What follows belongs to an exercise in optimizing a design on an open flow for small area, a short achievable clock period and few clock cycles; a production flow would make more cautious choices. The RTL was checked by simulation tests, not by an equivalence proof against the original design. No activity file was given, so power comes from the tool's default toggle rates.

// sdio_host_seq
module sdio_host_seq (
    input  wire        clk,
    input  wire        rst,           
    input  wire        gpio_irq,      
    input  wire        req_valid,
    output wire        req_ready,
    input  wire [3:0]  req_op,
    input  wire [31:0] req_arg0,
    input  wire [31:0] req_arg1,
    output wire        rsp_valid,
    output wire [2:0]  rsp_code,
    output reg  [31:0] rsp_value,
    output wire        cmd_valid,
    input  wire        cmd_ready,
    output reg         cmd_kind,      
    output reg  [31:0] cmd_arg,
    output reg         cmd_reg,       
    output wire [31:0] cmd_off,       
    output wire [31:0] cmd_wdata,     
    input  wire        bus_rsp_valid,
    input  wire        bus_rsp_fail,
    input  wire [7:0]  bus_rsp_data,
    input  wire [31:0] bus_rsp_word
);
==> flow/config.mk <==
export PLATFORM = sky130hd
export DESIGN_NAME = sdio_host_seq
export DESIGN_NICKNAME = sdio_host_seq
export VERILOG_FILES = /design/flow/design.v
export SDC_FILE = /design/flow/constraint.sdc
export NUM_CORES = 4
export LEC_CHECK = 0
export CAP_MARGIN = 20
export CORE_MARGIN = 2
export CORE_UTILIZATION = 40
export SETUP_SLACK_MARGIN = 3.0
export SLEW_MARGIN = 20
==> flow/constraint.sdc <==
create_clock -name core_clock -period 8.0 [get_ports {clk}]
set_input_delay 1.6000 -clock core_clock [delete_from_list [all_inputs] [get_ports {clk}]]
set_output_delay 1.6000 -clock core_clock [all_outputs]
set_load 0.01 [all_outputs]
run.sh (not shown) runs the stock make flow with config.mk's settings and CLKGATE_MAP_FILE= SYNTH_SCRIPT=/design/flow/synth_recipe.tcl, a recipe that flattens the netlist after the stock synthesis.
The first run completed with no timing, DRC or antenna violations.
Testbench counts at the start, summed over its fixed seeds: cycles 13,179.
Next try:
--- a/flow/config.mk
+++ b/flow/config.mk
@@ -11 +11 @@
-export SETUP_SLACK_MARGIN = 3.0
+export SETUP_SLACK_MARGIN = 4.2
=> The changed run completed without violations. Cell area rose by 14%. Non-clock buffer count rose by 116. Flip-flop and latch count is unchanged. Routed wire length rose by 9.4%. Power rose by 9.8%. Cell count rose by 6.8%. Worst hold slack stays flat. Synthesized area stays the same. Worst setup slack gets better by 0.91 ns. Register-to-register slack gets better by 0.16 ns. Critical path depth rose by 10.

========
== job 101 ==
Another version of the RTL of sdio_host_seq (not shown whole).
For scale: ~1100 cells after synthesis, ~250 I/O pins, ~8400 µm² of cells after synthesis.
export LEC_CHECK = 0
export CAP_MARGIN = 20
export CORE_MARGIN = 2
export CORE_UTILIZATION = 40
export CTS_CLUSTER_DIAMETER = 100
export CTS_CLUSTER_SIZE = 50
export SETUP_SLACK_MARGIN = 4.0
export SLEW_MARGIN = 20
create_clock -name core_clock -period 8.0 [get_ports {clk}]
standard.sh (not shown) runs the stock make flow with config.mk's settings and CLKGATE_MAP_FILE= SYNTH_SCRIPT=/design/flow/synth_recipe.tcl, a recipe that flattens the netlist after the stock synthesis.
==> flow/flow/run.sh <==
#!/bin/bash
# Standard layout, with the port buffers made from the smallest plain buffer cell
# and one tie cell for all constant outputs.
set -euo pipefail
export BUFFER_PORTS_ARGS="-buffer_cell sky130_fd_sc_hd__buf_1"
export SKIP_REPAIR_TIE_FANOUT=1
bash standard.sh > standard.log 2>&1
The flow did not stop early for job 101: all stages ran, and the layout cleared the timing, design-rule and antenna checks.
Testbench counts of job 101, summed over its fixed seeds: cycles 13,179.
> inputs changed (job 101 -> job 102)
Settings: clearing CTS_CLUSTER_SIZE, which used to be 50; clearing CTS_CLUSTER_DIAMETER, which used to be 100; swapping 4.0 for 4.1 in SETUP_SLACK_MARGIN.
==> flow/flow/run.sh <==
#!/bin/bash
# Standard layout, with the port buffers made from the smallest plain buffer cell.
set -euo pipefail
export BUFFER_PORTS_ARGS="-buffer_cell sky130_fd_sc_hd__buf_1"
bash standard.sh > standard.log 2>&1
--- outcome ---
Maximum frequency delta (job 102 -> job 101): insignificant. Job 102 has critical path depth in cells below what job 101 had. Job 102 vs. job 101: utilization went up by 1.3 points; final instance area now larger.
Here is what was changed in the inputs of job 103 compared with job 102.
Settings: changing SETUP_SLACK_MARGIN from 4.1 to 3.9.
==> run summary <==
The higher setup slack after layout of job 103 and job 102 is in job 102. Measured against each other, job 103 and job 102 differ in final period demand of the worst path, the higher figure coming from job 103. Lower met1 capacity usage during global routing was reported by job 103, not job 102. Footprint of the multi-input gates in job 103 is about 1.5% below job 102. Sequential share of layout area in job 103 is 1.4 points above job 102. Job 103 vs job 102: switching component of the power down in job 103. Detailed-routing wirelength on met1: job 103 vs job 102 down 380 µm. Portion of the layout cell area used by clock cells delta (job 103 -> job 102): insignificant. Summary of job 103 over job 102: wire length went down by 2.2%; clock skew was more or less identical; static leakage went down by about 8%.

========
north:
sdio_host_seq, a different RTL version from the one above (not shown whole).
Size: ~90 flip-flops, roughly 250 I/O pins, about 7300 sq um of cells after synthesis.
// sdio_host_seq
module sdio_host_seq (
    input  wire        clk,
    input  wire        rst,           
    input  wire        gpio_irq,      
    input  wire        req_valid,
    output wire        req_ready,
    input  wire [3:0]  req_op,
    input  wire [31:0] req_arg0,
    input  wire [31:0] req_arg1,
    output wire        rsp_valid,
    output wire [2:0]  rsp_code,
    output reg  [31:0] rsp_value,
    output wire        cmd_valid,
    input  wire        cmd_ready,
    output reg         cmd_kind,      
    output reg  [31:0] cmd_arg,
    output reg         cmd_reg,       
    output wire [31:0] cmd_off,       
    output wire [31:0] cmd_wdata,     
    input  wire        bus_rsp_valid,
    input  wire        bus_rsp_fail,
    input  wire [7:0]  bus_rsp_data,
    input  wire [31:0] bus_rsp_word
);
==> flow/config.mk <==
export PLATFORM = sky130hd
export DESIGN_NAME = sdio_host_seq
export DESIGN_NICKNAME = sdio_host_seq
export VERILOG_FILES = /design/flow/design.v
export SDC_FILE = /design/flow/constraint.sdc
export NUM_CORES = 4
export LEC_CHECK = 0
export CAP_MARGIN = 20
export CORE_MARGIN = 2
export CORE_UTILIZATION = 40
export SETUP_SLACK_MARGIN = 4.0
export SLEW_MARGIN = 20
==> flow/constraint.sdc <==
create_clock -name core_clock -period 8.0 [get_ports {clk}]
set_input_delay 1.6000 -clock core_clock [delete_from_list [all_inputs] [get_ports {clk}]]
set_output_delay 1.6000 -clock core_clock [all_outputs]
set_load 0.01 [all_outputs]
==> flow/flow/run.sh <==
#!/bin/bash
# Standard layout with two changes:
#  - the port buffers are made from the smallest plain buffer cell;
#  - the synthesis maps the logic with an area-oriented ABC script (flow/abc_area_deep.script)
#    in place of ORFS's speed script. Everything else in the synthesis is the standard flow's own script
#    (synth_recipe.tcl), so the registers and their names are those of the standard synthesis.
set -euo pipefail
here=$(pwd)
export BUFFER_PORTS_ARGS="-buffer_cell sky130_fd_sc_hd__buf_1"
export MY_ABC_SCRIPT="$here/flow/abc_area_deep.script"
{
  cat <<'EOT'
proc abc {args} {
  set i [lsearch -exact $args -script]
  if {$i >= 0} { lset args [expr {$i + 1}] $::env(MY_ABC_SCRIPT) }
  yosys abc {*}$args
}
EOT
  cat "$here/synth_recipe.tcl"
} > "$here/my_synth.tcl"
sed "s#$here/synth_recipe.tcl#$here/my_synth.tcl#g" standard.sh > my_standard.sh
grep -q my_synth.tcl my_standard.sh
bash my_standard.sh > standard.log 2>&1
==> flow/flow/abc_area_deep.script <==
strash
&get -n
&st
&dc2
&dch -f
&nf -a -R 1000
&st
&dc2
&dch -f
&nf -a -R 1000
&st
&dc2
&dch -f
&nf -a -R 1000
&put
Testbench counts of north, summed over its fixed seeds: cycles 13,179.
Setup changes, north to south
Settings: SETUP_SLACK_MARGIN changed from 4.0 to 3.8.
==> flow/flow/abc_area_deep.script <==
strash
&get -n
&st
&dc2
&dch -f
&nf -a -R 1000
&st
&dc2
&dch -f
&nf -a -R 1000
&put
==> comparison <==
The final reports for south and north show number of buffers other than clock buffers in the final layout lower in the former. south vs north, worst slew margin relative to its limit went down by 4.4 points. The number of distinct library cells after synthesis reported for south is greater than that of north by about 9%. The run showing the smaller number of nets at the end of the flow is south. In the metrics for south and north, the one carrying the higher sequential share of power is north. Final worst-path cycle share (south over north): increase, 1.8 points. Of the two candidates, north has the better shortest clock period the worst path allows after layout and south the worse one.

========
sdio_host_seq, a different RTL version from the one above (not shown whole).
For scale: roughly 1200 cells after synthesis, ~250 I/O pins, ~8900 sq um of cells after synthesis.
export LEC_CHECK = 0
export CAP_MARGIN = 20
export CORE_MARGIN = 2
export CORE_UTILIZATION = 40
export CTS_BUF_LIST = sky130_fd_sc_hd__clkbuf_8
export CTS_CLUSTER_DIAMETER = 60
export CTS_CLUSTER_SIZE = 30
export SETUP_SLACK_MARGIN = 4.0
export SLEW_MARGIN = 20
create_clock -name core_clock -period 8.0 [get_ports {clk}]
==> flow/flow/run.sh <==
#!/bin/bash
# Standard layout, with the port buffers made from the smallest plain buffer cell.
set -euo pipefail
export BUFFER_PORTS_ARGS="-buffer_cell sky130_fd_sc_hd__buf_1"
bash standard.sh > standard.log 2>&1
Testbench counts at the start, summed over its fixed seeds: cycles 13,179.
Next try:
- CTS_BUF_LIST: sky130_fd_sc_hd__clkbuf_8 -> not set
- CTS_CLUSTER_DIAMETER: 60 -> not set
- CTS_CLUSTER_SIZE: 30 -> not set
- SETUP_SLACK_MARGIN: 4.0 -> 4.4
=>
- The new run ran to the end with no violations
- core utilization went up by 6.4 points
- routed wire length went up by 2.8%
- sequential cell count is unchanged
- combinational power went up by 20%
- power went up by 12%
- global-route usage went up by 1.6 points
- design area went up by 13%

========
sdio_host_seq with an RTL version that a note above also has.
Size: roughly 1,000 cells after synthesis, roughly 98 flip-flops, about 250 I/O pins.
==> flow/config.mk <==
export PLATFORM = sky130hd
export DESIGN_NAME = sdio_host_seq
export DESIGN_NICKNAME = sdio_host_seq
export VERILOG_FILES = /design/flow/design.v
export SDC_FILE = /design/flow/constraint.sdc
export NUM_CORES = 4
export LEC_CHECK = 0
export CAP_MARGIN = 20
export CORE_MARGIN = 2
export CORE_UTILIZATION = 40
export SETUP_SLACK_MARGIN = 4.0
export SLEW_MARGIN = 20
==> flow/constraint.sdc <==
create_clock -name core_clock -period 8.0 [get_ports {clk}]
set_input_delay 1.6000 -clock core_clock [delete_from_list [all_inputs] [get_ports {clk}]]
set_output_delay 1.6000 -clock core_clock [all_outputs]
set_load 0.01 [all_outputs]
==> flow/flow/run.sh <==
#!/bin/bash
# Standard layout with two changes:
#  - the port buffers are made from the smallest plain buffer cell;
#  - the synthesis maps the logic with an area-oriented ABC script (flow/abc_area_deep.script)
#    in place of ORFS's speed script. Everything else in the synthesis is the standard flow's own script
#    (synth_recipe.tcl), so the registers and their names are those of the standard synthesis.
set -euo pipefail
here=$(pwd)
export BUFFER_PORTS_ARGS="-buffer_cell sky130_fd_sc_hd__buf_1"
export MY_ABC_SCRIPT="$here/flow/abc_area_deep.script"
{
  cat <<'EOT'
proc abc {args} {
  set i [lsearch -exact $args -script]
  if {$i >= 0} { lset args [expr {$i + 1}] $::env(MY_ABC_SCRIPT) }
  yosys abc {*}$args
}
EOT
  cat "$here/synth_recipe.tcl"
} > "$here/my_synth.tcl"
sed "s#$here/synth_recipe.tcl#$here/my_synth.tcl#g" standard.sh > my_standard.sh
grep -q my_synth.tcl my_standard.sh
bash my_standard.sh > standard.log 2>&1
==> flow/flow/abc_area_deep.script <==
strash
&get -n
&st
&syn2
&dch -f
&nf -R 1000
&put
The starting point finished clean.
Testbench counts at the start, summed over its fixed seeds: cycles 13,179.
Change:
==> flow/flow/abc_area_deep.script (replaced) <==
strash
&get -n
&st
&dc2
&dch -f
&nf -a -R 1000
&st
&dc2
&dch -f
&nf -a -R 1000
&put
Fmax went down by 1.5%.
Count of clock-buffer cells in the layout fell by 1.
Final area decreases by 1.6%.
First-iteration DRC count came out lower by 16%.
Change:
==> flow/flow/run.sh (replaced) <==
#!/bin/bash
# Standard layout, with the port buffers made from the smallest plain buffer cell.
set -euo pipefail
export BUFFER_PORTS_ARGS="-buffer_cell sky130_fd_sc_hd__buf_1"
bash standard.sh > standard.log 2>&1
--- a/flow/config.mk
+++ b/flow/config.mk
@@ -10 +10,2 @@
-export CORE_UTILIZATION = 40
+export CORE_UTILIZATION = 60
+export PLACE_DENSITY = 0.75
removed: flow/flow/abc_area_deep.script
What happened:
- power rose by 2.4%
- final cell count is lower by 0.62%
- global-route usage climbs by 8.4 points
- synthesized cell count climbs by 12%
- clock-buffer cell count rises by 1
- hold slack improves by 0.014 ns
- die area went down by 26%
- worst setup slack is better by 0.063 ns
- routed wire length shrinks by 7.0%
- via count grows by 7.2%

re-timing with driven ports:
How much do the figures lean on ideal ports? The routed layouts below were timed once more, with nothing changed but the port constraints. Step 1, drivers: a clkbuf_16 drives clk and a buf_2 each remaining input, both assumed. Step 2 times the ports against the registers' clock, not the clock port: input delays grow and output delays shrink by t, the midpoint of the rising clock arrivals with the driver on. Slacks: ideal / step 1 / step 2; pairs: ideal / step 1.
run | t, ns | setup WS [ns] | pins driven straight from the clock port
the first run of note 1 | 0.412 | 3.059 / 3.032 / 2.766 | 1
the second run of note 1 | 0.424 | 3.967 / 3.932 / 3.551 | 1
job 101 | 0.401 | 4.013 / 3.966 / 3.787 | 1
job 102 | 0.401 | 4.022 / 3.990 / 3.798 | 1
job 103 | 0.398 | 3.919 / 3.899 / 3.715 | 1
north | 0.397 | 3.920 / 3.879 / 3.665 | 1
south | 0.402 | 3.778 / 3.731 / 3.622 | 1
the first run of note 4 | 0.431 | 3.980 / 3.937 / 3.727 | 1
the second run of note 4 | 0.398 | 4.046 / 3.991 / 3.991 | 1
the first run of note 5 | 0.398 | 4.008 / 3.966 / 3.684 | 1
the second run of note 5 | 0.410 | 3.946 / 3.899 / 3.719 | 1
the third run of note 5 | 0.402 | 4.008 / 3.964 / 3.746 | 1
After both steps setup and hold are still met in every run listed. For the second run of note 1, which loses most, drivers alone change the setup slack by -0.035 ns; drivers and shift together by -0.416 ns.
